What follows belongs to an exercise in optimizing a design on an open flow for small area, a short achievable clock period and few clock cycles per item; a production flow would make more cautious choices. RTL that was checked went through simulation tests only; none was proved equivalent to the original. Power and IR drop assume default switching activity.

## spi_i2c_ctrl
module spi_i2c_ctrl #(
    parameter [23:0] CORE_CLOCK_HZ = 24'd16000000    
) (
    input             clk,
    input             rst,
    input             cmd_valid,
    input      [31:0] cmd,
    output            cmd_ready,
    output reg        rsp_valid,
    output      [7:0] result_code,
    output reg  [7:0] result_value,
    output     [15:0] ci,
    output            faulted,
    output      [1:0] fault_cause,
    output     [31:0] fault_cmd,
    output            wait_spi,
    output            wait_twi,
    output            wait_settle,
    output reg        cs_drive,
    output reg        cs_level,
    output reg        evt_pindir,
    output reg  [7:0] spcr,
    output      [7:0] spsr,
    output reg  [7:0] spdr_tx,
    output reg  [7:0] spdr_rx,
    output      [7:0] twcr,
    output      [7:0] twsr,
    output reg  [7:0] twbr,
    output      [7:0] twar,
    output reg  [7:0] twdr,
    output reg        spi_pending,
    output      [1:0] twi_pending,
    input             spi_step,
    input       [7:0] spi_step_byte,
    input             twi_step,
    input       [4:0] twi_step_status,
    input       [7:0] twi_step_byte,
    input             twi_settle,
    input       [4:0] twi_settle_status
);
    localparam [7:0] OP_SPI_VALIDATE  = 8'h01;
    localparam [7:0] OP_SPI_LOOKUP    = 8'h02;
  ...
clock: 8.0 ns
lec_check: 0
cap_margin: 20
core_margin: 2
core_utilization: 40
cts_buf_list: sky130_fd_sc_hd__clkbuf_8
setup_slack_margin: 4.25
slew_margin: 20
standard.sh (not shown) runs the stock make flow with config.mk's settings and CLKGATE_MAP_FILE= SYNTH_SCRIPT=/design/flow/synth_recipe.tcl, a recipe that flattens the netlist after the stock synthesis.
==> flow/flow/run.sh <==
#!/bin/bash
set -euo pipefail
export BUFFER_PORTS_ARGS="-buffer_cell sky130_fd_sc_hd__buf_1"
bash standard.sh > standard.log 2>&1
The baseline finished clean.
Then changed:
==> flow/flow/run.sh (replaced) <==
#!/bin/bash
set -euo pipefail
export BUFFER_PORTS_ARGS="-buffer_cell sky130_fd_sc_hd__buf_1"
export RECOVER_POWER=100
bash standard.sh > standard.log 2>&1
=> This time the run completed and failed the layout checks on max-capacitance violations, max-slew violations. Register-to-register slack gets worse by 1300 ps. Cell area fell by about 1.7%. Core utilization shrinks by 0.82 points.
Then changed:
==> flow/flow/run.sh (replaced) <==
#!/bin/bash
set -euo pipefail
export BUFFER_PORTS_ARGS="-buffer_cell sky130_fd_sc_hd__buf_1"
bash standard.sh > standard.log 2>&1
--- a/flow/config.mk
+++ b/flow/config.mk
@@ -10,4 +10,4 @@
 export CORE_UTILIZATION = 40
 export CTS_BUF_LIST = sky130_fd_sc_hd__clkbuf_8
-export SETUP_SLACK_MARGIN = 4.25
+export SETUP_SLACK_MARGIN = 4.35
 export SLEW_MARGIN = 20
Result: With this change the flow went through all stages and came out clean. Synthesized area is unchanged. Design area rose by a few percent. Count of clock-buffer cells in the layout stays the same. Sequential power stays flat. Hold slack degrades by 16 ps. Total power goes up by a few percent. Wire length climbs slightly. Core utilization goes up by 2.7 points. Synthesized cell count does not change. Worst setup slack gains 1600 ps. Maximum frequency went up by well over a third.
No run of this note included a check of the RTL's function; only the layout flow was run.

* * *

## job 3054
spi_i2c_ctrl, a different RTL version from the one above (not shown whole).
Size: ~1000 cells after synthesis, roughly 170 flip-flops, about 210 I/O pins.
Design spi_i2c_ctrl, start of the top module:
module spi_i2c_ctrl #(
    parameter [23:0] CORE_CLOCK_HZ = 24'd16000000    
) (
    input             clk,
    input             rst,
    input             cmd_valid,
    input      [31:0] cmd,
    output            cmd_ready,
    output reg        rsp_valid,
    output      [7:0] result_code,
    output reg  [7:0] result_value,
    output     [15:0] ci,
    output            faulted,
    output      [1:0] fault_cause,
    output     [31:0] fault_cmd,
    output            wait_spi,
    output            wait_twi,
    output            wait_settle,
    output reg        cs_drive,
    output reg        cs_level,
    output reg        evt_pindir,
    output reg  [7:0] spcr,
    output      [7:0] spsr,
    output reg  [7:0] spdr_tx,
    output reg  [7:0] spdr_rx,
    output      [7:0] twcr,
    output      [7:0] twsr,
    output reg  [7:0] twbr,
    output      [7:0] twar,
    output reg  [7:0] twdr,
    output reg        spi_pending,
    output reg  [1:0] twi_pending,
    input             spi_step,
    input       [7:0] spi_step_byte,
    input             twi_step,
    input       [4:0] twi_step_status,
    input       [7:0] twi_step_byte,
    input             twi_settle,
    input       [4:0] twi_settle_status
);
clock: 8.0 ns
lec_check: 0
cap_margin: 20
core_margin: 2
core_utilization: 40
cts_buf_list: sky130_fd_sc_hd__clkbuf_16
cts_cluster_diameter: 150
cts_cluster_size: 40
setup_slack_margin: 4.2
slew_margin: 20
==> flow/flow/run.sh <==
#!/bin/bash
set -euo pipefail
export BUFFER_PORTS_ARGS="-buffer_cell sky130_fd_sc_hd__buf_1"
bash standard.sh > standard.log 2>&1
Testbench counts of job 3054, summed over its fixed seeds: cycles 8,192, commands 3,200.
The following lists how job 3826 was set up differently from job 3054:
- CTS_CLUSTER_DIAMETER no longer set, was 150
- CTS_CLUSTER_SIZE no longer set, was 40
- CTS_BUF_LIST now sky130_fd_sc_hd__clkbuf_8, was sky130_fd_sc_hd__clkbuf_16
[summary]
Comparing job 3054 and job 3826, met1 wire length is higher on job 3826. Delta (job 3826 minus job 3054): met2 track utilization from global routing barely changed; fraction of final layout cells sized beyond drive strength 1 barely changed. Between job 3054 and job 3826, the difference in final instance count without filler cells is negligible. The area used by sequential logic in the layout was comparable across job 3054 and job 3826.
Modified inputs, job 9789 compared to job 3826
- setting ABC_AREA to 1 for the first time
## What came out
Comparing job 9789 and job 3826, the higher final worst setup slack was measured on job 3826. Share of the yosys chip area belonging to registers ends up higher on job 3826. Fraction of layout cells with a size suffix above 1: job 9789 vs job 3826 down 1.2 points. Compared job 9789 vs job 3826, and utilization after layout is up in job 9789. Placement row count grows slightly when moving from job 3826 to job 9789. Per the comparison of job 9789 with job 3826, clock skew now sits higher; shortest clock period the worst path allows after layout now sits higher. Against job 3826, final area in job 9789 rose by a few percent. Measured against job 3826, the first-pass GRT wire length of job 9789 comes out at 1.08 times the reference value. In the metrics for job 9789 and job 3826, the one carrying the higher global-route usage is job 9789. In the metrics for job 9789 and job 3826, the one carrying the lower clock power share is job 9789.
Relative to job 9789, the following input files were edited for job 4576:
- removing ABC_AREA (formerly 1)
--- a/flow/flow/run.sh
+++ b/flow/flow/run.sh
@@ -3,0 +4 @@
+export ADDER_MAP_FILE=
Findings:
Between job 4576 and job 9789, maximum frequency is lower for job 9789, job 4576 comes in above that.
Worst-case vdd ir drop (lower): job 4576
Of job 4576 and job 9789, job 4576 shows the higher utilization, with job 9789 below it.
Changes observed in job 4576 relative to job 9789: overall die width now sits lower; global-route usage saw a decrease; non-clock buffer count in the final layout has increased; power share of the combinational group has decreased.
Modified inputs, job 5173 compared to job 4576
- SETUP_SLACK_MARGIN: 4.2 -> 4.4
--- a/flow/flow/run.sh
+++ b/flow/flow/run.sh
@@ -4 +3,0 @@
-export ADDER_MAP_FILE=
Findings:
- Higher global-route usage was reported by job 5173, not job 4576.
- Job 5173 vs job 4576: slew of the pin with the lowest slew margin down in job 5173
- Job 5173 went all the way through the flow, and no timing, DRC or antenna check failed.
- Taking job 4576 as the reference, in job 5173 number of signal-net inverters in the final layout picked up an extra 7; chip height neither gained nor lost much.
- Compared to job 4576, the router laid down more metal wire for job 5173.
- Compared with job 4576, job 5173 is the more power-hungry design.

## re-timing with driven ports
In the flow no input, the clock included, has a driving cell. The finished layouts below were timed again as built, in two steps. Step 1 sets driving cells, clkbuf_16 on the clock port and buf_2 on the other inputs (assumed; they add their load-dependent delay and slew). Step 2 moves the port delays by t, midway between the first and last clock arrival at a register: inputs arrive t later, outputs are due t later. That takes back most of the time a late clock gives input paths. Three values: ideal ports, drivers, drivers and shift; two values: the first two.
run | t (ns) | slack for setup (ns) | worst setup path at the end | pins driven straight from the clock port
the first run of note 1 | 0.504 | 4.266 / 4.287 / 3.782 | input to register | 1
the second run of note 1 | 0.498 | 2.695 / 2.710 / 2.211 | input to register | 1
the third run of note 1 | 0.499 | 4.323 / 4.323 / 3.846 | input to register | 1
job 3054 | 0.473 | 4.223 / 4.236 / 3.764 | input to register | 1
job 3826 | 0.498 | 4.231 / 4.248 / 3.750 | input to register | 1
job 9789 | 0.520 | 4.042 / 3.996 / 3.921 | input to register | 1
job 4576 | 0.520 | 4.069 / 4.050 / 3.562 | input to register | 1
job 5173 | 0.496 | 4.289 / 4.281 / 3.785 | input to register | 1
The setup slack of job 4576, which loses most, moves by -0.019 ns with the drivers and by -0.507 ns with both steps.
